Source: an optimization exercise on an open RTL-to-GDS flow (aim: small area, a short achievable clock period and few clock cycles per item). Production flows keep margins and buffers that such runs may drop. The RTL was checked by simulation tests, not by an equivalence proof against the original design. Power figures rest on the tool's default switching activity, not on a simulated workload.

Design rc_rx, start of the top module:
module rc_rx (
    input  wire        clk,
    input  wire        rst,
    input  wire        ev_valid,
    output wire        ev_ready,
    input  wire [15:0] ev_dt,
    input  wire        ev_edge,
    input  wire [7:0]  cfg_tol,      
    input  wire        cfg_in_en,    
    input  wire        clr_valid,    
    output reg         res_valid,
    output reg  [31:0] res_value,
    output reg  [7:0]  res_len,
    output reg  [31:0] res_unit,
    output reg  [2:0]  res_proto
);
clock: 20.0 ns
lec_check: 0
cap_margin: 20
core_margin: 2
core_utilization: 60
cts_cluster_diameter: 55
cts_cluster_size: 35
slew_margin: 20
standard.sh (not shown) runs the stock make flow with config.mk's settings and CLKGATE_MAP_FILE= SYNTH_SCRIPT=/design/flow/synth_recipe.tcl, a recipe that flattens the netlist after the stock synthesis.
==> flow/flow/run.sh <==
#!/bin/bash
# The standard layout, with one change: the buffers that ORFS puts on
# every input and output port are buf_4 cells instead of the slow delay
# buffer buffer_ports picks by default. Everything else is standard.sh.
set -euo pipefail
export BUFFER_PORTS_ARGS="-buffer_cell sky130_fd_sc_hd__buf_4"
bash standard.sh > standard.log 2>&1
Testbench counts at the start, summed over its fixed seeds: cycles 22,687, events 22,061.
Next try:
CTS_CLUSTER_DIAMETER = 60   (was 55)
CTS_CLUSTER_SIZE = 30   (was 35)
The changed run completed with no timing, DRC or antenna violations; total power goes down slightly; utilization went down by 0.20 points; critical path depth does not change; final cell count barely changes; global-route usage fell by 0.18 points.

---

Another version of the RTL of rc_rx (not shown whole).
Size: about 1400 flip-flops, ~110 I/O pins, about 70000 µm² of cells after synthesis.
Settings: LEC_CHECK=0, CAP_MARGIN=20, CORE_MARGIN=2, CORE_UTILIZATION=40, SLEW_MARGIN=20; clock period 20.0 ns.
run.sh (not shown) runs the stock make flow with config.mk's settings and CLKGATE_MAP_FILE= SYNTH_SCRIPT=/design/flow/synth_recipe.tcl, a recipe that flattens the netlist after the stock synthesis.
Stock flow here: none of the scripts above is used.
Testbench counts at the start, summed over its fixed seeds: cycles 23,064, events 22,061.
Rerun with:
==> flow/flow/run.sh (new file) <==
#!/bin/bash
# The standard layout, with one change: the buffers that ORFS puts on
# every input and output port are buf_4 cells instead of the slow delay
# buffer buffer_ports picks by default. Everything else is standard.sh.
set -euo pipefail
export BUFFER_PORTS_ARGS="-buffer_cell sky130_fd_sc_hd__buf_4"
bash standard.sh > standard.log 2>&1
==> flow/standard.sh (new file) <==
#!/bin/bash
# synth_recipe.tcl (not shown) runs the flow's synth.tcl, then flattens the netlist and writes it again
# the make line also repeats each setting of config.mk as NAME=value (left out here)
make -C /OpenROAD-flow-scripts/flow DESIGN_CONFIG=/design/flow/config.mk WORK_HOME=/design/flow/orfs CLKGATE_MAP_FILE= SYNTH_SCRIPT=/design/flow/synth_recipe.tcl "${@:-finish}"
CAP_MARGIN = 80   (was 20)
SLEW_MARGIN = 80   (was 20)
removed: flow/run.sh
The new run finished clean.
Sequential share of layout area decreases by 3.2 points.
Power increases by 0.61%.
Wire length increases by 1.6%.
Non-clock buffer count increases by 283.
Cell area increases by 6.9%.
Clock power decreases by about 3%.

---

trial 73:
Another version of the RTL of rc_rx (not shown whole).
Size: ~5,000 cells after synthesis, roughly 1,500 flip-flops, roughly 110 I/O pins, about 69,000 um2 of cells after synthesis.
clock: 20.0 ns
lec_check: 0
cap_margin: 20
core_margin: 2
core_utilization: 60
cts_cluster_diameter: 60
cts_cluster_size: 30
slew_margin: 20
standard.sh (not shown) runs the stock make flow with config.mk's settings and CLKGATE_MAP_FILE= SYNTH_SCRIPT=/design/flow/synth_recipe.tcl, a recipe that flattens the netlist after the stock synthesis.
==> flow/flow/run.sh <==
#!/bin/bash
# The standard layout, with one change: the buffers that ORFS puts on
# every input and output port are buf_4 cells instead of the slow delay
# buffer buffer_ports picks by default. Everything else is standard.sh.
set -euo pipefail
export BUFFER_PORTS_ARGS="-buffer_cell sky130_fd_sc_hd__buf_4"
bash standard.sh > standard.log 2>&1
The final layout from trial 73, which completed every stage, passed the timing, design-rule and antenna checks at the end of the flow.
Testbench counts of trial 73, summed over its fixed seeds: cycles 23,025, events 22,061.
diff inputs: trial 73 => build 88
- CTS_CLUSTER_DIAMETER: 60 -> unset
- CTS_CLUSTER_SIZE: 30 -> unset
--- outcome ---
Each of the runs, namely build 88 and trial 73, reached the end of the flow and came out clean. The critical path's largest stage delay on build 88 is in line with that on trial 73. Trial 73 → build 88: number of buffers between clock root and the deepest sink now sits at about the same level; worst slew slack as a fraction of its limit now sits higher; wire length now sits higher; clock buffer and inverter area fraction after layout now sits higher. From trial 73 to build 88 the numbers moved as follows: proportion of power drawn by combinational gates dropped 0.2 points, worst clock skew dropped 0.012 ns, fraction of area in registers dropped 0.36 points, fraction of met3 tracks used by global routing climbed 0.57 points. Final cell utilization of the core: higher on build 88.

-- afterwards: timing with drivers on the ports --
No port has a modelled driver above. Below, the same layouts with a new extraction and two added sets of constraints.
Step 1 assumes that a clkbuf_16 drives the clock port and a buf_2 every other input.
Step 2, shift: input delay + t, output delay - t, t = (earliest + latest rising clock arrival at the registers) / 2. This alone moves slack from input paths to output paths.
a / b / c = no drivers / after step 1 / after step 2; a / b = the first two.
| run | t (ns) | setup WS [ns] | worst setup path at the end | worst register clock-pin slew, ns | pins driven straight from the clock port |
|---|---|---|---|---|---|
| the first run of note 1 | 0.817 | 14.482 / 14.405 / 13.960 | input to register | 0.09 / 0.09 | 1 |
| the second run of note 1 | 0.804 | 14.474 / 14.400 / 13.942 | input to register | 0.10 / 0.10 | 1 |
| the first run of note 2 | 0.873 | 14.228 / 14.146 / 13.893 | input to register | 0.07 / 0.07 | 1 |
| the second run of note 2 | 0.864 | 14.242 / 14.242 / 14.242 | register to register | 0.07 / 0.07 | 1 |
| trial 73 | 0.783 | 14.671 / 14.598 / 14.070 | input to register | 0.10 / 0.10 | 1 |
| build 88 | 0.830 | 14.646 / 14.571 / 14.061 | input to register | 0.06 / 0.06 | 1 |
After both steps every run listed still meets setup and hold. The setup slack of trial 73, which loses most, moves by -0.073 ns with the drivers and by -0.601 ns with both steps.
